From an optimization exercise on the open Yosys and OpenROAD flow, aimed at small area and a short achievable clock period; shortcuts taken in it are not production practice.
Only the layout flow was run in this run; the RTL was not checked for function there.
No activity file was given, so power comes from the tool's default toggle rates.

==> flow/run.sh <==
#!/bin/bash
# synth_recipe.tcl (not shown) runs the flow's synth.tcl, then flattens the netlist and writes it again
# the make line also repeats each setting of config.mk as NAME=value (left out here)
make -C /OpenROAD-flow-scripts/flow DESIGN_CONFIG=/design/flow/config.mk WORK_HOME=/design/flow/orfs CLKGATE_MAP_FILE= SYNTH_SCRIPT=/design/flow/synth_recipe.tcl finish
==> flow/config.mk <==
export PLATFORM = sky130hd
export DESIGN_NAME = dfbridge
export DESIGN_NICKNAME = dfbridge
export VERILOG_FILES = /design/flow/design.v
export SDC_FILE = /design/flow/constraint.sdc
export NUM_CORES = 4
export LEC_CHECK = 0
export CAP_MARGIN = 20
export CORE_MARGIN = 2
export CORE_UTILIZATION = 45
export SLEW_MARGIN = 20
==> flow/design.v <==
module dfbridge (
    input  wire        clk,
    input  wire        rst,           
    input  wire        cmd_valid,
    input  wire [15:0] cmd,
    output wire        cmd_ready,
    output reg         rsp_valid,
    output reg  [15:0] rsp,
    input  wire        evt_valid,
    input  wire [15:0] evt,
    output reg         miso_valid,
    output reg  [7:0]  miso,
    output reg         utx_valid,
    output reg  [7:0]  utx,
    output reg         busy
);
    localparam CAP0   = 64;
    localparam CAP1   = 64;
    localparam FILLER = 8'hFF;
    localparam HWM    = 48;
    localparam LWM    = 16;
    localparam [5:0] LAST0 = 6'd63;      
    localparam [5:0] LAST1 = 6'd63;
    localparam [7:0] ST_OK       = 8'h00;
    localparam [7:0] ST_NONE     = 8'h01;
    localparam [7:0] ST_NOTREADY = 8'h02;
    localparam [7:0] ST_ILLEGAL  = 8'hFF;
    reg [7:0] mem0 [0:CAP0-1];
    reg [7:0] mem1 [0:CAP1-1];
    reg [5:0] head0, tail0, head1, tail1;
    reg [6:0] count0, count1;
    reg [7:0] spi_rxd, spi_txd;
    reg       spi_rxavail, spi_txv, spi_reqpend;
    reg       spi_en, spi_cpol, spi_cpha, spi_lsbf, spi_rxie, spi_reqie;
    reg [7:0] uart_rxd, uart_txd;
    reg       uart_rxavail, uart_fe_cur, uart_or_cur, uart_txfull;
    reg       uart_en, uart_stop2, uart_rxie, uart_txrdy_ie;
    reg [3:0] uart_baudsel;
    reg [1:0] uart_par;
    reg       gie;
    reg [2:0] clpc;
    reg [6:0] flg;
    reg [55:0] cnt;                 
    reg [5:0] n_head0, n_tail0, n_head1, n_tail1;
    reg [6:0] n_count0, n_count1;
    reg [7:0] n_spi_rxd, n_spi_txd;
    reg       n_spi_rxavail, n_spi_txv, n_spi_reqpend;
    reg       n_spi_en, n_spi_cpol, n_spi_cpha, n_spi_lsbf, n_spi_rxie, n_spi_reqie;
    reg [7:0] n_uart_rxd, n_uart_txd;
    reg       n_uart_rxavail, n_uart_fe_cur, n_uart_or_cur, n_uart_txfull;
    reg       n_uart_en, n_uart_stop2, n_uart_rxie, n_uart_txrdy_ie;
    reg [3:0] n_uart_baudsel;
    reg [1:0] n_uart_par;
    reg       n_gie, n_busy;
    reg [2:0] n_clpc;
    reg [6:0] n_flg;
    reg [6:0] cnt_inc;              
    reg       we0, we1;
    reg [5:0] wa0, wa1;
    reg [7:0] wd0, wd1;
    reg        n_rsp_valid;
    reg [15:0] n_rsp;
    reg        n_miso_valid;
    reg [7:0]  n_miso;
    reg        n_utx_valid;
    reg [7:0]  n_utx;
    reg        ok;
    reg        got;
    reg [7:0]  v;
    reg [7:0]  b;
    reg        fe, orr;
    reg [15:0] r;
    reg        legal;
    integer    i;
    wire [3:0] pend = {uart_en & ~uart_txfull, uart_rxavail, spi_reqpend, spi_rxavail};
    wire [3:0] ie   = {uart_txrdy_ie, uart_rxie, spi_reqie, spi_rxie};
    wire [3:0] rdy  = pend & ie;
    wire       irq_ready = gie & (|rdy);
    wire [1:0] irq_vec = rdy[0] ? 2'd0 : rdy[1] ? 2'd1 : rdy[2] ? 2'd2 : 2'd3;
    assign cmd_ready = ~irq_ready;
    function [15:0] rom;
        input [2:0] pc;
        case (pc)
            3'd0: rom = 16'h3000;    
            3'd1: rom = 16'h3100;    
            3'd2: rom = 16'h3200;    
            3'd3: rom = 16'h3201;    
            3'd4: rom = 16'h3202;    
            default: rom = 16'h3203;  
        endcase
    endfunction
    task push0;
        input [7:0] pb;
        output      pok;
        begin
            if (n_count0 < CAP0) begin
                we0 = 1'b1; wa0 = n_head0; wd0 = pb;
                n_head0  = (n_head0 == LAST0) ? 6'd0 : n_head0 + 6'd1;
                n_count0 = n_count0 + 7'd1;
                pok = 1'b1;
            end else begin
                n_flg[0] = 1'b1;
                pok = 1'b0;
            end
        end
    endtask
    task push1;
        input [7:0] pb;
        output      pok;
        begin
            if (n_count1 < CAP1) begin
                we1 = 1'b1; wa1 = n_head1; wd1 = pb;
                n_head1  = (n_head1 == LAST1) ? 6'd0 : n_head1 + 6'd1;
                n_count1 = n_count1 + 7'd1;
                pok = 1'b1;
            end else begin
                n_flg[2] = 1'b1;
                pok = 1'b0;
            end
        end
    endtask
    task pop0;
        output       pgot;
        output [7:0] pv;
        begin
            if (n_count0 == 7'd0) begin
                n_flg[1] = 1'b1;
                pgot = 1'b0;
                pv = 8'h00;
            end else begin
                pv = (we0 && wa0 == n_tail0) ? wd0 : mem0[n_tail0];
                n_tail0  = (n_tail0 == LAST0) ? 6'd0 : n_tail0 + 6'd1;
                n_count0 = n_count0 - 7'd1;
                pgot = 1'b1;
            end
        end
    endtask
    task pop1;
        output       pgot;
        output [7:0] pv;
        begin
            if (n_count1 == 7'd0) begin
                n_flg[3] = 1'b1;
                pgot = 1'b0;
                pv = 8'h00;
            end else begin
                pv = (we1 && wa1 == n_tail1) ? wd1 : mem1[n_tail1];
                n_tail1  = (n_tail1 == LAST1) ? 6'd0 : n_tail1 + 6'd1;
                n_count1 = n_count1 - 7'd1;
                pgot = 1'b1;
            end
        end
    endtask
    task isr;
        input [1:0] vec;
        begin
            case (vec)
                2'd0: begin  
                    b = n_spi_rxd;
                    n_spi_rxavail = 1'b0;
                    push0(b, ok);
                    if (ok) n_uart_txrdy_ie = 1'b1;
                    if (n_uart_en && !n_uart_txfull && n_count0 != 7'd0) begin
                        pop0(got, v);
                        n_uart_txd = v;
                        n_uart_txfull = 1'b1;
                    end
                end
                2'd1: begin  
                    n_spi_reqpend = 1'b0;
                    if (!n_spi_txv) begin
                        if (n_count1 != 7'd0) begin
                            pop1(got, v);
                            n_spi_txd = v;
                            n_spi_txv = 1'b1;
                        end else begin
                            n_spi_txd = FILLER;
                            n_spi_txv = 1'b1;
                            n_flg[3] = 1'b1;
                        end
                    end
                end
                2'd2: begin  
                    b   = n_uart_rxd;
                    fe  = n_uart_fe_cur;
                    orr = n_uart_or_cur;
                    n_uart_rxavail = 1'b0;
                    n_uart_fe_cur  = 1'b0;
                    n_uart_or_cur  = 1'b0;
                    if (!fe && !orr) push1(b, ok);
                end
                default: begin  
                    if (n_count0 != 7'd0) begin
                        pop0(got, v);
                        n_uart_txd = v;
                        n_uart_txfull = 1'b1;
                    end else begin
                        n_uart_txrdy_ie = 1'b0;
                    end
                end
            endcase
        end
    endtask
    task exec_op;
        input  [15:0] ow;
        begin
            r = 16'h0000;
            legal = 1'b1;
            case (ow[15:8])
                8'h00: if (ow[7:0] != 0) legal = 1'b0;                       
                8'h01: if (ow[7:0] != 0) legal = 1'b0; else n_gie = 1'b1;    
                8'h02: if (ow[7:0] != 0) legal = 1'b0; else n_gie = 1'b0;    
                8'h10: begin push0(ow[7:0], ok); r = {ST_OK, 7'd0, ok}; end   
                8'h18: begin push1(ow[7:0], ok); r = {ST_OK, 7'd0, ok}; end   
                8'h11: if (ow[7:0] != 0) legal = 1'b0;                        
                       else begin
                           pop0(got, v);
                           r = got ? {ST_OK, v} : {ST_NONE, 8'h00};
                       end
                8'h19: if (ow[7:0] != 0) legal = 1'b0;                        
                       else begin
                           pop1(got, v);
                           r = got ? {ST_OK, v} : {ST_NONE, 8'h00};
                       end
                8'h12: if (ow[7:0] != 0) legal = 1'b0; else r = {ST_OK, 1'b0, n_count0};
                8'h1A: if (ow[7:0] != 0) legal = 1'b0; else r = {ST_OK, 1'b0, n_count1};
                8'h13: if (ow[7:0] != 0) legal = 1'b0; else r = {ST_OK, 8'd64};
                8'h1B: if (ow[7:0] != 0) legal = 1'b0; else r = {ST_OK, 8'd64};
                8'h14: if (ow[7:0] != 0) legal = 1'b0; else r = {ST_OK, 7'd0, n_count0 == CAP0};
                8'h1C: if (ow[7:0] != 0) legal = 1'b0; else r = {ST_OK, 7'd0, n_count1 == CAP1};
                8'h15: if (ow[7:0] != 0) legal = 1'b0; else r = {ST_OK, 7'd0, n_count0 == 7'd0};
                8'h1D: if (ow[7:0] != 0) legal = 1'b0; else r = {ST_OK, 7'd0, n_count1 == 7'd0};
                8'h20: if (ow[7:3] != 0) legal = 1'b0;                        
                       else begin
                           n_spi_cpol = ow[0]; n_spi_cpha = ow[1]; n_spi_lsbf = ow[2];
                           n_spi_en = 1'b1;
                       end
                8'h21: if (ow[7:0] != 0) legal = 1'b0;                        
                       else if (!n_spi_en) r = {ST_NOTREADY, 8'h00};
                       else begin n_spi_rxie = 1'b1; n_spi_reqie = 1'b1; end
                8'h22: if (!n_spi_en || n_spi_txv) r = {ST_NOTREADY, 8'h00};  
                       else begin n_spi_txd = ow[7:0]; n_spi_txv = 1'b1; end
                8'h23: if (ow[7:0] != 0) legal = 1'b0;                        
                       else r = {ST_OK, 7'd0, n_spi_rxavail};
                8'h24: if (ow[7:0] != 0) legal = 1'b0;                        
                       else r = {ST_OK, 2'b00, n_flg[6], 5'b00000};
                8'h25: if (ow[7:0] != 0) legal = 1'b0;                        
                       else if (!n_spi_rxavail) r = {ST_NOTREADY, 8'h00};
                       else begin r = {ST_OK, n_spi_rxd}; n_spi_rxavail = 1'b0; end
                8'h28: if (ow[7] || ow[5:4] == 2'b11) legal = 1'b0;           
                       else begin
                           n_uart_baudsel = ow[3:0]; n_uart_par = ow[5:4]; n_uart_stop2 = ow[6];
                           n_uart_en = 1'b1;
                       end
                8'h29: if (ow[7:0] != 0) legal = 1'b0;                        
                       else if (!n_uart_en) r = {ST_NOTREADY, 8'h00};
                       else n_uart_rxie = 1'b1;
                8'h2A: if (!n_uart_en || n_uart_txfull) r = {ST_NOTREADY, 8'h00};  
                       else begin n_uart_txd = ow[7:0]; n_uart_txfull = 1'b1; end
                8'h2B: if (ow[7:0] != 0) legal = 1'b0;                        
                       else r = {ST_OK, 7'd0, n_uart_rxavail};
                8'h2C: if (ow[7:0] != 0) legal = 1'b0;                        
                       else r = {ST_OK, 2'b00, n_flg[5], n_flg[4], 2'b00, n_uart_or_cur, n_uart_fe_cur};
                8'h2D: if (ow[7:0] != 0) legal = 1'b0;                        
                       else if (!n_uart_rxavail) r = {ST_NOTREADY, 8'h00};
                       else begin
                           r = {ST_OK, n_uart_rxd};
                           n_uart_rxavail = 1'b0; n_uart_fe_cur = 1'b0; n_uart_or_cur = 1'b0;
                       end
                8'h30: if (ow[7:0] != 0) legal = 1'b0;                        
                       else begin
                           if (n_count0 > HWM)      n_busy = 1'b1;
                           else if (n_count0 < LWM) n_busy = 1'b0;
                           r = {ST_OK, 7'd0, n_busy};
                       end
                8'h31: if (ow[7:0] != 0) legal = 1'b0;                        
                       else begin
                           r = {ST_OK, 1'b0, n_flg};
                           cnt_inc = n_flg;
                           n_flg = 7'd0;
                       end
                8'h32: if (ow[7:2] != 0) legal = 1'b0;                        
                       else begin
                           case (ow[1:0])
                               2'd0: got = n_spi_rxavail & ~n_spi_rxie;
                               2'd1: got = n_spi_reqpend & ~n_spi_reqie;
                               2'd2: got = n_uart_rxavail & ~n_uart_rxie;
                               default: got = n_uart_en & ~n_uart_txfull & ~n_uart_txrdy_ie;
                           endcase
                           if (got) begin
                               isr(ow[1:0]);
                               r = {ST_OK, 8'h01};
                           end else begin
                               r = {ST_OK, 8'h00};
                           end
                       end
                8'h40: if (ow[7:3] != 0 || ow[2:0] == 3'd7) legal = 1'b0;    
                       else r = {ST_OK, cnt[8*ow[2:0] +: 8]};
                8'h41: if (ow[7:0] != 0) legal = 1'b0;                        
                       else r = {ST_OK, 1'b0, n_flg};
                8'h42: if (ow[7:0] != 0) legal = 1'b0;                        
                       else r = {ST_OK, n_uart_en, n_spi_en, n_spi_txv, n_uart_txfull,
                                 n_count1 != 7'd0, n_uart_txrdy_ie, n_busy, n_gie};
                8'h43: if (ow[7:0] != 0) legal = 1'b0;                        
                       else r = {ST_OK, n_uart_txrdy_ie, n_uart_rxie, n_spi_reqie, n_spi_rxie,
                                 n_uart_en & ~n_uart_txfull, n_uart_rxavail, n_spi_reqpend,
                                 n_spi_rxavail};
                default: legal = 1'b0;
            endcase
            if (!legal) r = {ST_ILLEGAL, 8'h00};
        end
    endtask
    task wire_evt;
        input [15:0] ew;
        begin
            case (ew[15:8])
                8'h80: if (ew[7:0] == 0 && n_spi_en && !n_spi_txv)         
                           n_spi_reqpend = 1'b1;
                8'h81: if (n_spi_en) begin                                 
                           if (n_spi_txv) n_miso = n_spi_txd;
                           else begin n_miso = FILLER; n_flg[3] = 1'b1; end
                           n_miso_valid = 1'b1;
                           n_spi_txv = 1'b0;
                           if (n_spi_rxavail) n_flg[6] = 1'b1;
                           n_spi_rxd = ew[7:0];
                           n_spi_rxavail = 1'b1;
                           n_spi_reqpend = 1'b1;
                       end
                8'h82, 8'h83: if (n_uart_en) begin                         
                           if (n_uart_rxavail) begin n_uart_or_cur = 1'b1; n_flg[5] = 1'b1; end
                           n_uart_rxd = ew[7:0];
                           n_uart_fe_cur = ew[8];
                           if (ew[8]) n_flg[4] = 1'b1;
                           n_uart_rxavail = 1'b1;
                       end
                8'h84: if (ew[7:0] == 0 && n_uart_en && n_uart_txfull) begin  
                           n_utx = n_uart_txd;
                           n_utx_valid = 1'b1;
                           n_uart_txfull = 1'b0;
                       end
                default: ;
            endcase
        end
    endtask
    always @(*) begin
        n_head0 = head0; n_tail0 = tail0; n_count0 = count0;
        n_head1 = head1; n_tail1 = tail1; n_count1 = count1;
        n_spi_rxd = spi_rxd; n_spi_txd = spi_txd;
        n_spi_rxavail = spi_rxavail; n_spi_txv = spi_txv; n_spi_reqpend = spi_reqpend;
        n_spi_en = spi_en; n_spi_cpol = spi_cpol; n_spi_cpha = spi_cpha; n_spi_lsbf = spi_lsbf;
        n_spi_rxie = spi_rxie; n_spi_reqie = spi_reqie;
        n_uart_rxd = uart_rxd; n_uart_txd = uart_txd;
        n_uart_rxavail = uart_rxavail; n_uart_fe_cur = uart_fe_cur; n_uart_or_cur = uart_or_cur;
        n_uart_txfull = uart_txfull;
        n_uart_en = uart_en; n_uart_baudsel = uart_baudsel; n_uart_par = uart_par;
        n_uart_stop2 = uart_stop2; n_uart_rxie = uart_rxie; n_uart_txrdy_ie = uart_txrdy_ie;
        n_gie = gie; n_busy = busy; n_clpc = clpc; n_flg = flg;
        cnt_inc = 7'd0;
        we0 = 1'b0; wa0 = head0; wd0 = 8'h00;
        we1 = 1'b0; wa1 = head1; wd1 = 8'h00;
        n_rsp_valid = 1'b0; n_rsp = rsp;
        n_miso_valid = 1'b0; n_miso = miso;
        n_utx_valid = 1'b0; n_utx = utx;
        ok = 1'b0; got = 1'b0; v = 8'h00; b = 8'h00; fe = 1'b0; orr = 1'b0;
        r = 16'h0000; legal = 1'b0;
        if (irq_ready) begin
            isr(irq_vec);
        end else if (cmd_valid) begin
            exec_op(cmd);
            n_rsp_valid = 1'b1;
            n_rsp = r;
        end else begin
            exec_op(rom(clpc));
            n_clpc = (clpc == 3'd5) ? 3'd0 : clpc + 3'd1;
        end
        if (evt_valid) wire_evt(evt);
    end
    always @(posedge clk) begin
        if (we0) mem0[wa0] <= wd0;
        if (we1) mem1[wa1] <= wd1;
        spi_rxd  <= n_spi_rxd;
        spi_txd  <= n_spi_txd;
        uart_rxd <= n_uart_rxd;
        uart_txd <= n_uart_txd;
        rsp  <= n_rsp;
        miso <= n_miso;
        utx  <= n_utx;
    end
    always @(posedge clk) begin
        if (rst) begin
            head0 <= 6'd0; tail0 <= 6'd0; count0 <= 7'd0;
            head1 <= 6'd0; tail1 <= 6'd0; count1 <= 7'd0;
            spi_rxavail <= 1'b0; spi_txv <= 1'b0; spi_reqpend <= 1'b0;
            spi_en <= 1'b0; spi_cpol <= 1'b0; spi_cpha <= 1'b0; spi_lsbf <= 1'b0;
            spi_rxie <= 1'b0; spi_reqie <= 1'b0;
            uart_rxavail <= 1'b0; uart_fe_cur <= 1'b0; uart_or_cur <= 1'b0; uart_txfull <= 1'b0;
            uart_en <= 1'b0; uart_baudsel <= 4'd0; uart_par <= 2'd0; uart_stop2 <= 1'b0;
            uart_rxie <= 1'b0; uart_txrdy_ie <= 1'b0;
            gie <= 1'b0; busy <= 1'b0; clpc <= 3'd0; flg <= 7'd0;
            cnt <= 56'd0;
            rsp_valid <= 1'b0; miso_valid <= 1'b0; utx_valid <= 1'b0;
        end else begin
            head0 <= n_head0; tail0 <= n_tail0; count0 <= n_count0;
            head1 <= n_head1; tail1 <= n_tail1; count1 <= n_count1;
            spi_rxavail <= n_spi_rxavail; spi_txv <= n_spi_txv; spi_reqpend <= n_spi_reqpend;
            spi_en <= n_spi_en; spi_cpol <= n_spi_cpol; spi_cpha <= n_spi_cpha; spi_lsbf <= n_spi_lsbf;
            spi_rxie <= n_spi_rxie; spi_reqie <= n_spi_reqie;
            uart_rxavail <= n_uart_rxavail; uart_fe_cur <= n_uart_fe_cur;
            uart_or_cur <= n_uart_or_cur; uart_txfull <= n_uart_txfull;
            uart_en <= n_uart_en; uart_baudsel <= n_uart_baudsel; uart_par <= n_uart_par;
            uart_stop2 <= n_uart_stop2; uart_rxie <= n_uart_rxie; uart_txrdy_ie <= n_uart_txrdy_ie;
            gie <= n_gie; busy <= n_busy; clpc <= n_clpc; flg <= n_flg;
            for (i = 0; i < 7; i = i + 1)
                if (cnt_inc[i] && cnt[8*i +: 8] != 8'hFF) cnt[8*i +: 8] <= cnt[8*i +: 8] + 8'd1;
            rsp_valid <= n_rsp_valid; miso_valid <= n_miso_valid; utx_valid <= n_utx_valid;
        end
    end
endmodule
==> flow/constraint.sdc <==
create_clock -name core_clock -period 10.0 [get_ports {clk}]
set_input_delay 2.0000 -clock core_clock [delete_from_list [all_inputs] [get_ports {clk}]]
set_output_delay 2.0000 -clock core_clock [all_outputs]
set_load 0.01 [all_outputs]
==> run notes <==
state kept, by name, summed over array words and instances, names as in the netlist, 7 cells and up, named ones only:
| signal | flops |
|---|---|
| mem0 | 512 |
| mem1 | 512 |
| cnt | 56 |
| rsp | 11 |
| miso | 8 |
| spi_rxd | 8 |
| spi_txd | 8 |
| uart_rxd | 8 |
| uart_txd | 8 |
| utx | 8 |
| count0 | 7 |
| count1 | 7 |
| flg | 7 |
synth_stat cells, drive strengths merged, types with 20 or more instances:
library cell  count
a22oi            34
inv              41
nand3            89
mux2i           123
edfxtp         1067
o22ai            38
nor2            313
a21oi           132
nand2b           22
ha               24
buf              72
nor3             62
o21ai           107
clkbuf          162
or2              22
and3             34
a211oi           23
nor2b            20
dfxtp           150
xor2             45
a31oi            21
nand4            38
mux4            279
xnor2            24
nand2           169
o211ai           27
tightest hold or removal path, delay by kind of cell, from the launching register on:
kind	cells	cell delay (ps)
compound gates	2	130
flops	1	330
kinds of logic (layout without fill, tap and decap cells):
| kind of cell | count (synthesis) | after routing | share of synthesized area |
|---|---|---|---|
| flip-flops | 1217 | 1217 | 0.661 |
| AND/OR/NAND/NOR | 898 | 898 | 0.0838 |
| AO/OA/AOI/OAI | 559 | 559 | 0.0723 |
| multiplexers | 414 | 414 | 0.144 |
| buffers and inverters | 277 | 411 | 0.0214 |
| XOR/XNOR | 69 | 69 | 0.0114 |
| adder cells (fa/ha/maj) | 25 | 25 | 0.00585 |
| other | 0 | 1 | 0 |
power by group:
group | leakage [µW] | switching (µW) | internal (µW)
Combinational | 0.00518 | 236 | 139
Clock | 0.00212 | 2080 | 2850
Sequential | 0.0105 | 28.4 | 5460
Total | 0.0178 | 2340 | 8450
how the worst min path moves through the flow:
stage | from | to | slack, ps | cells after the start
4_1_cts | cnt[47]$_SDFFE_PP0P_ | cnt[47]$_SDFFE_PP0P_ | 510 | 2
5_1_grt | tail1[1]$_SDFFE_PP0P_ | register | 540 | 2
3_5_place_dp | cnt[47]$_SDFFE_PP0P_ | cnt[47]$_SDFFE_PP0P_ | 500 | 2
6_report | cnt[47]$_SDFFE_PP0P_ | cnt[47]$_SDFFE_PP0P_ | 500 | 2
3_3_place_gp | cnt[47]$_SDFFE_PP0P_ | cnt[47]$_SDFFE_PP0P_ | 500 | 2
2_1_floorplan | spi_txd[4]$_DFF_P_ | spi_txd[4]$_DFF_P_ | 430 | 2
per-stage QoR:
stage	utilization	setup WS [ps]	power, µW
4_1_cts	0.512	3470	10900
2_1_floorplan	-	3940	5830
3_3_place_gp	0.474	2750	5960
5_1_grt	0.512	3080	11100
6_report	0.512	3320	10800
3_5_place_dp	0.474	2690	5960
final cells by class:
class / count / area, µm² / area share
Sequential cell: 1217 / 35100 / 0.588
Tap cell: 1524 / 1910 / 0.0320
Clock buffer: 157 / 3440 / 0.0576
Inverter: 43 / 161 / 0.00271
Multi-Input combinational cell: 1965 / 17000 / 0.285
Timing Repair Buffer: 127 / 1140 / 0.0192
Antenna cell: 1 / 2.50 / 0.0000420
Clock inverter: 84 / 943 / 0.0158
routing by layer:
layer	wire length, µm	global-route usage
met1	66200	0.373
met2	66900	0.366
met3	13000	0.0479
met4	5000	0.0817
met5	0	0
==> qor_table.md <==
| Result | This run |
| --- | --- |
| Hpwl dp | 97300 µm |
| Routed WL | 151000 µm |
| Cell with the biggest individual delay on the critical path | nor2_1 |
| Number of enable-type register cells in the synthesized netlist | 1067 |
| Via count normalized by instance count | 6.34 |
| Maximum resistive drop on vdd | 0.181 mV |
| Critical path startpoint | cmd[0] |
| Top cell family by delay on the critical path | simple AND/OR/NAND/NOR gates |
| Synthesized instance count | 3459 |
| Setup Skew | 46.9 ps |
| Total power density per cell area | 181 mW/mm² |
| Biggest area consumer among synthesized cells | edfxtp_1 |
| Drt first pass iters | 10 |
| Post-synth net total | 3519 |
| FILL cells | 9676 |
| Max Cap Violations | 0 |
| Post-synthesis cell type count | 96 |
| Cells taking the most area after synthesis | edfxtp_1 (60%), mux4_2 (12%), dfxtp_1 (5.7%) |
| Global-route wire length before repair | 220000 µm |
| Path category of the worst min-delay check | reg -> reg |
| Rel. slew slack | 0.254 |
| Count of non-filler cells in the finished layout | 5118 |
| FF-to-FF Start | clpc[0]$_SDFFE_PP0P_ |
| Cell area after layout | 0.0596 mm² |
| Worst setup path endpoint | mem0[22][3]$_DFFE_PP_ |
| Endpoint class of the critical path | register |
| Setup crit start kind | input port |
| Chip Height | 347 µm |
| Worst-margin pin slew | 1110 ps |
| Antenna violations before repair | 1 |
| Crit Reg-Reg Endpoint | mem0[22][3]$_DFFE_PP_ |
| Post-cts hold buffer count | 0 |
| Clock sink total | 1217 |
| 1st-iter DRT viols | 3919 |
| Initial core utilization | 0.455 |
| Static Leakage | 0.0178 µW |
| Hold violation count in the final report | 0 |
| Pin count of the biggest net entering global routing | 103 |
| Minimum clock period | 6680 ps |
| Final Net Count | 3546 |
| Start-to-end type of the worst setup path | in -> reg |
| CORE AREA | 0.117 mm² |
| Antenna viol nets, final | 0 |
| Worst stage delay on the critical path | 1000 ps |
| GR Overflow Total | 0 |
| Unrepaired setup endpoints after global routing | false |
| Leading cell type in the layout, fill and taps excluded | edfxtp_1 |
| Total of endpoints with negative setup slack in the final report | 0 |
| Skew-Pair Late Insertion Delay | 760 ps |
| Cell at the root of the clock tree | clkbuf_16 |
| Netlist area before placement | 0.0530 mm² |
| Area growth, synth to finish | 12.5% |
| Via count of the first global-routing pass | 31200 |
| Synthesized flop and latch total | 1217 |
| Max Freq | 150 MHz |
| Synthesis Warnings | 1 |
| Status | finished clean |
| I/O pin cnt | 73 |
| Die Wd | 347 µm |
| Highest-count cells in the layout ignoring fill and taps | edfxtp_1 (1067), nor2_1 (311), mux4_2 (279), nand2_1 (169), dfxtp_1 (144) |
| Share of cells above drive strength 1 | 0.175 |
| Cell-by-cell trace of the critical path | clkdlybuf4s50_1 -> buf_4 -> ha_1 -> inv_1 -> and4_1 -> nor3_1 -> o21ai_0 -> a21o_1 -> a21oi_2 -> nand4b_1 -> nor2_1 |
| Worst-case reg-to-reg path depth | 11 |
| Number of cells on the critical path | 11 |
| Area post-placement | 0.0553 mm² |
| CP Data Arrival Time | 7050 ps |
| Htree depth | 4 |
| Number of buffers inserted to repair setup after CTS | 0 |
| Share of the clock period used by the worst path | 0.668 |
| Cell Count Post-Placement | 4876 |
| Share of synthesized flip-flops with an asynchronous set or reset | 0 |
| Setup slack of the most critical reg-to-reg path | 4080 ps |
| Clock tree from TritonCTS | done |
| Global-route usage over all layers | 0.249 |
| Share of synthesized area occupied by flip-flops and latches | 0.661 |
| Number of core rows | 125 |
| Most instantiated flip-flop cell in the synthesis netlist | edfxtp_1 |
| Required time of the critical path | 10370 ps |
| Synth top area share | 0.604 |
| Vias after detailed routing | 32400 |
| Placer Congestion | 1.02 |
| Maximum buffer depth of the clock tree | 3 |
| Largest fanout on the critical path | 25 |
| Buffer and inverter count on the worst path | 3 |
| Number of design rule violations left after detail routing | 0 |
| Average detailed-routed wire length per instance | 29.5 µm |
| Max Slew Vio Count | 0 |
| Mapped Avg Cell Area | 15.3 µm² |
| Clock buffer count from CTS | 132 |
| Resized Gates After CTS | 0 |
| Setup TNS | 0 ps |
| Die ar. | 0.121 mm² |
| Final hold slack | 505 ps |
| Number of I/O port buffers | 72 |
| Post-CTS clock slew at the launch and capture registers of the worst setup and hold paths | 60 ps |

port drivers added, routing unchanged:
The flow's constraints put no driver on any port. The routed layout listed below was extracted and timed again, unchanged, in two steps.
Step 1 (the two cells are an assumption about what drives the block):
set clk [get_ports {clk}]
set_driving_cell -lib_cell sky130_fd_sc_hd__clkbuf_16 $clk
set_driving_cell -lib_cell sky130_fd_sc_hd__buf_2 [delete_from_list [all_inputs] $clk]
Step 2 moves the port delays by t, midway between the first and last clock arrival at a register: inputs arrive t later, outputs are due t later. That takes back most of the time a late clock gives input paths.
Three values: ideal, step 1, step 2; two values: the first two.
shift t [ns]: 0.806
slack for setup (ns): 3.322 / 3.366 / 2.559
worst register clock-pin slew, ns: 0.07 / 0.07
After both steps this run still meets setup and hold. The setup slack of this run moves by +0.044 ns with the drivers and by -0.763 ns with both steps.
